This design comes from an exercise in tuning for small area, a short achievable clock period and few clock cycles per item on the open sky130 flow, not from production work. The RTL was checked by simulation tests, not by an equivalence proof against the original design.

// yrc_pix2x2
module yrc_pix2x2 (
    input  wire        clk,
    input  wire        rst,         
    input  wire        in_valid,
    output wire        in_ready,
    input  wire [31:0] in_y,        
    input  wire [7:0]  in_v,
    input  wire [7:0]  in_u,
    output reg         out_valid,
    input  wire        out_ready,
    output reg  [95:0] out_rgb,     
    output reg  [31:0] out_gray     
);
For scale: roughly 180 I/O pins, ~42000 µm² of cells after synthesis.
Settings: LEC_CHECK=0, CAP_MARGIN=20, CORE_MARGIN=2, CORE_UTILIZATION=40, SLEW_MARGIN=20; clock period 22.0 ns.
standard.sh (not shown) runs the stock make flow with config.mk's settings and CLKGATE_MAP_FILE= SYNTH_SCRIPT=/design/flow/synth_recipe.tcl, a recipe that flattens the netlist after the stock synthesis.
==> flow/flow/run.sh <==
#!/bin/bash
# Standard layout with two changes:
#  - between synthesis and floorplan, flow/invpush.py removes inverters around
#    full-adder cells in the synthesized netlist (a full adder is self-dual),
#    keeping every register as synthesized;
#  - the port buffers that global placement inserts are buf_2 cells.
set -euo pipefail
R=orfs/results/${FLOW_PLATFORM}/yrc_pix2x2/base
bash standard.sh synth > synth.log 2>&1
cp $R/1_2_yosys.v $R/1_2_yosys_std.v
python3 flow/invpush.py $R/1_2_yosys_std.v $R/1_2_yosys.v > invpush.log 2>&1
# rebuild the synthesis database from the edited netlist, then lay it out
rm -f $R/1_synth.odb $R/1_synth.sdc
bash standard.sh finish "BUFFER_PORTS_ARGS=-buffer_cell sky130_fd_sc_hd__buf_2" > layout.log 2>&1
Other scripts of this flow, unchanged in this note and not shown: flow/flow/invpush.py
Testbench counts at the start, summed over its fixed seeds: cycles 8,012, items 8,000.
==> next run, changes <==
--- a/flow/flow/run.sh
+++ b/flow/flow/run.sh
@@ -4,5 +4,7 @@
 #    full-adder cells in the synthesized netlist (a full adder is self-dual),
 #    keeping every register as synthesized;
-#  - the port buffers that global placement inserts are buf_2 cells.
+#  - the port buffers that global placement inserts are buf_2 cells;
+#  - timing repair aims at 15 ns of setup slack (the clock stays 22 ns), so
+#    that it sizes the critical paths for a shorter achieved period.
 set -euo pipefail
 R=orfs/results/${FLOW_PLATFORM}/yrc_pix2x2/base
@@ -12,3 +14,3 @@
 # rebuild the synthesis database from the edited netlist, then lay it out
 rm -f $R/1_synth.odb $R/1_synth.sdc
-bash standard.sh finish "BUFFER_PORTS_ARGS=-buffer_cell sky130_fd_sc_hd__buf_2" > layout.log 2>&1
+bash standard.sh finish "BUFFER_PORTS_ARGS=-buffer_cell sky130_fd_sc_hd__buf_2" SETUP_SLACK_MARGIN=15 > layout.log 2>&1
What happened: Hold slack degrades by 0.0080 ns; via count increases by 1.5%; final area is higher by about 1.4%; utilization goes up by 0.63 points; sequential share of layout area goes down by 0.32 points; synthesized area is unchanged; final cell count grows by about 1.2%; clock skew shrinks by 0.0037 ns; synthesized cell count stays the same.
==> next run, changes <==
==> flow/flow/run.sh (replaced) <==
#!/bin/bash
# Standard layout, with one extra step between synthesis and floorplan:
# flow/invpush.py removes inverters around full-adder cells in the synthesized
# netlist (a full adder is self-dual), keeping every register as synthesized.
set -euo pipefail
R=orfs/results/${FLOW_PLATFORM}/yrc_pix2x2/base
bash standard.sh synth > synth.log 2>&1
cp $R/1_2_yosys.v $R/1_2_yosys_std.v
python3 flow/invpush.py $R/1_2_yosys_std.v $R/1_2_yosys.v > invpush.log 2>&1
# rebuild the synthesis database from the edited netlist, then lay it out
rm -f $R/1_synth.odb $R/1_synth.sdc
bash standard.sh finish > layout.log 2>&1
The changed run ran to the end with no violations.
Synthesized cell count stays the same.
Via count decreases by about 1.2%.
Clock-buffer cell count increases by 5.
Routed wire length increases by 0.53%.
Worst setup slack is worse by 0.80 ns.
Utilization increases by 0.30 points.
Area after synthesis is unchanged.
Die area stays the same.
Cell count decreases by about 1.1%.

========
yrc_pix2x2, a different RTL version from the one above (not shown whole).
Size: about 3500 cells after synthesis.
export LEC_CHECK = 0
export CAP_MARGIN = 20
export CORE_MARGIN = 2
export CORE_UTILIZATION = 40
export SLEW_MARGIN = 20
create_clock -name core_clock -period 22.0 [get_ports {clk}]
==> flow/flow/run.sh <==
#!/bin/bash
# Standard layout with two changes:
#  - between synthesis and floorplan, flow/invpush.py removes inverters around
#    full-adder cells in the synthesized netlist (a full adder is self-dual),
#    keeping every register as synthesized;
#  - the port buffers that global placement inserts are buf_2 cells.
set -euo pipefail
R=orfs/results/${FLOW_PLATFORM}/yrc_pix2x2/base
bash standard.sh synth > synth.log 2>&1
cp $R/1_2_yosys.v $R/1_2_yosys_std.v
python3 flow/invpush.py $R/1_2_yosys_std.v $R/1_2_yosys.v > invpush.log 2>&1
# rebuild the synthesis database from the edited netlist, then lay it out
rm -f $R/1_synth.odb $R/1_synth.sdc
bash standard.sh finish "BUFFER_PORTS_ARGS=-buffer_cell sky130_fd_sc_hd__buf_2" > layout.log 2>&1
Other scripts of this flow, unchanged in this note and not shown: flow/flow/invpush.py
Testbench counts at the start, summed over its fixed seeds: cycles 8,012, items 8,000.
Change:
==> flow/flow/run.sh (replaced) <==
#!/bin/bash
# Standard layout, with one extra step between synthesis and floorplan:
# flow/invpush.py removes inverters around full-adder cells in the synthesized
# netlist (a full adder is self-dual), keeping every register as synthesized.
set -euo pipefail
R=orfs/results/${FLOW_PLATFORM}/yrc_pix2x2/base
bash standard.sh synth > synth.log 2>&1
cp $R/1_2_yosys.v $R/1_2_yosys_std.v
python3 flow/invpush.py $R/1_2_yosys_std.v $R/1_2_yosys.v > invpush.log 2>&1
# rebuild the synthesis database from the edited netlist, then lay it out
rm -f $R/1_synth.odb $R/1_synth.sdc
bash standard.sh finish > layout.log 2>&1
Setup slack gains 0.052 ns.
Count of clock-buffer cells in the layout goes up by 2.
Routed wire length went up by 1.4%.
Core utilization goes up by 1.0 points.
Flip-flop and latch count stays the same.

========
beta:
yrc_pix2x2, a different RTL version from the one above (not shown whole).
==> flow/design.v (excerpt) <==
module yrc_pix2x2 (
    input  wire        clk,
    input  wire        rst,         
    input  wire        in_valid,
    output wire        in_ready,
    input  wire [31:0] in_y,        
    input  wire [7:0]  in_v,
    input  wire [7:0]  in_u,
    output reg         out_valid,
    input  wire        out_ready,
    output reg  [95:0] out_rgb,     
    output reg  [31:0] out_gray     
);
Settings: LEC_CHECK=0, CAP_MARGIN=20, CORE_MARGIN=2, CORE_UTILIZATION=40, SLEW_MARGIN=20; clock period 22.0 ns.
==> flow/flow/run.sh <==
#!/bin/bash
# Standard layout with three changes:
#  - between synthesis and floorplan, flow/invpush.py removes inverters around
#    full-adder cells in the synthesized netlist (a full adder is self-dual),
#    keeping every register as synthesized;
#  - the port buffers that global placement inserts are buf_2 cells;
#  - timing repair aims at 15.5 ns of setup slack (the clock stays 22 ns), so
#    that it sizes the critical paths for a shorter achieved period.
set -euo pipefail
R=orfs/results/${FLOW_PLATFORM}/yrc_pix2x2/base
bash standard.sh synth > synth.log 2>&1
cp $R/1_2_yosys.v $R/1_2_yosys_std.v
python3 flow/invpush.py $R/1_2_yosys_std.v $R/1_2_yosys.v > invpush.log 2>&1
# rebuild the synthesis database from the edited netlist, then lay it out
rm -f $R/1_synth.odb $R/1_synth.sdc
bash standard.sh finish "BUFFER_PORTS_ARGS=-buffer_cell sky130_fd_sc_hd__buf_2" SETUP_SLACK_MARGIN=15.5 > layout.log 2>&1
Other scripts of this flow, unchanged in this note and not shown: flow/flow/invpush.py
beta reached the final stage; the timing, design-rule and antenna checks on its layout passed.
Testbench counts of beta, summed over its fixed seeds: cycles 8,016, items 8,000.
Setup changes, beta to alpha
==> flow/flow/run.sh <==
#!/bin/bash
# Standard layout with two changes:
#  - between synthesis and floorplan, flow/invpush.py removes inverters around
#    full-adder cells in the synthesized netlist (a full adder is self-dual),
#    keeping every register as synthesized;
#  - the port buffers that global placement inserts are buf_2 cells.
set -euo pipefail
R=orfs/results/${FLOW_PLATFORM}/yrc_pix2x2/base
bash standard.sh synth > synth.log 2>&1
cp $R/1_2_yosys.v $R/1_2_yosys_std.v
python3 flow/invpush.py $R/1_2_yosys_std.v $R/1_2_yosys.v > invpush.log 2>&1
# rebuild the synthesis database from the edited netlist, then lay it out
rm -f $R/1_synth.odb $R/1_synth.sdc
bash standard.sh finish "BUFFER_PORTS_ARGS=-buffer_cell sky130_fd_sc_hd__buf_2" > layout.log 2>&1
- Design area of alpha falls short of that of beta slightly.
- The wire length of the first global-routing pass on beta is in line with that on alpha.
- Going from beta to alpha, sequential cell count was more or less identical, hold slack picked up an extra 49 ps, number of stages on the worst hold path stayed essentially flat.
- Highest-delay cell along the critical path = sky130_fd_sc_hd__clkinv_1: alpha; highest-delay cell along the critical path = sky130_fd_sc_hd__buf_6: beta
- Per the comparison of alpha with beta, multi-input logic area shows a reduction of 0.40%, wire length shows a reduction of 0.40%.
- The number of fill cells in the layout reported for alpha is greater than that of beta by about 1.2%.
- Fmax for alpha: about 8% down relative to beta

==> re-timing with driven ports <==
Ports are ideal in the flow. The routed layouts listed here were re-timed in OpenROAD. Step 1, drivers: a clkbuf_16 drives clk and a buf_2 each remaining input, both assumed. Step 2 moves the port delays by t, midway between the first and last clock arrival at a register: inputs arrive t later, outputs are due t later. That takes back most of the time a late clock gives input paths. a / b / c = ideal ports / drivers / drivers and shift; a / b = the first two.
| run | shift t [ns] | setup WS [ns] | hold slack, ns | worst setup path after step 2 | latest minus earliest clock arrival (ns) |
|---|---|---|---|---|---|
| the first run of note 1 | 0.683 | 14.445 / 14.445 / 14.445 | 0.466 / 0.466 / 0.466 | register to register | 0.048 / 0.048 |
| the second run of note 1 | 0.684 | 15.129 / 15.129 / 14.989 | 0.458 / 0.458 / 0.458 | input to register | 0.036 / 0.037 |
| the third run of note 1 | 0.684 | 14.331 / 14.331 / 14.331 | 0.463 / 0.463 / 0.463 | register to register | 0.051 / 0.051 |
| the first run of note 2 | 0.669 | 14.249 / 14.249 / 14.249 | 0.457 / 0.457 / 0.457 | register to register | 0.028 / 0.029 |
| the second run of note 2 | 0.689 | 14.301 / 14.301 / 14.301 | 0.466 / 0.466 / 0.466 | register to register | 0.045 / 0.045 |
| beta | 0.704 | 15.749 / 15.790 / 15.086 | 0.365 / 0.365 / 0.365 | input to register | 0.066 / 0.067 |
| alpha | 0.716 | 15.185 / 15.116 / 15.305 | 0.414 / 0.414 / 0.414 | input to register | 0.038 / 0.038 |
After both steps setup and hold are still met in every run listed. For beta, which loses most, drivers alone change the setup slack by +0.041 ns; drivers and shift together by -0.663 ns.
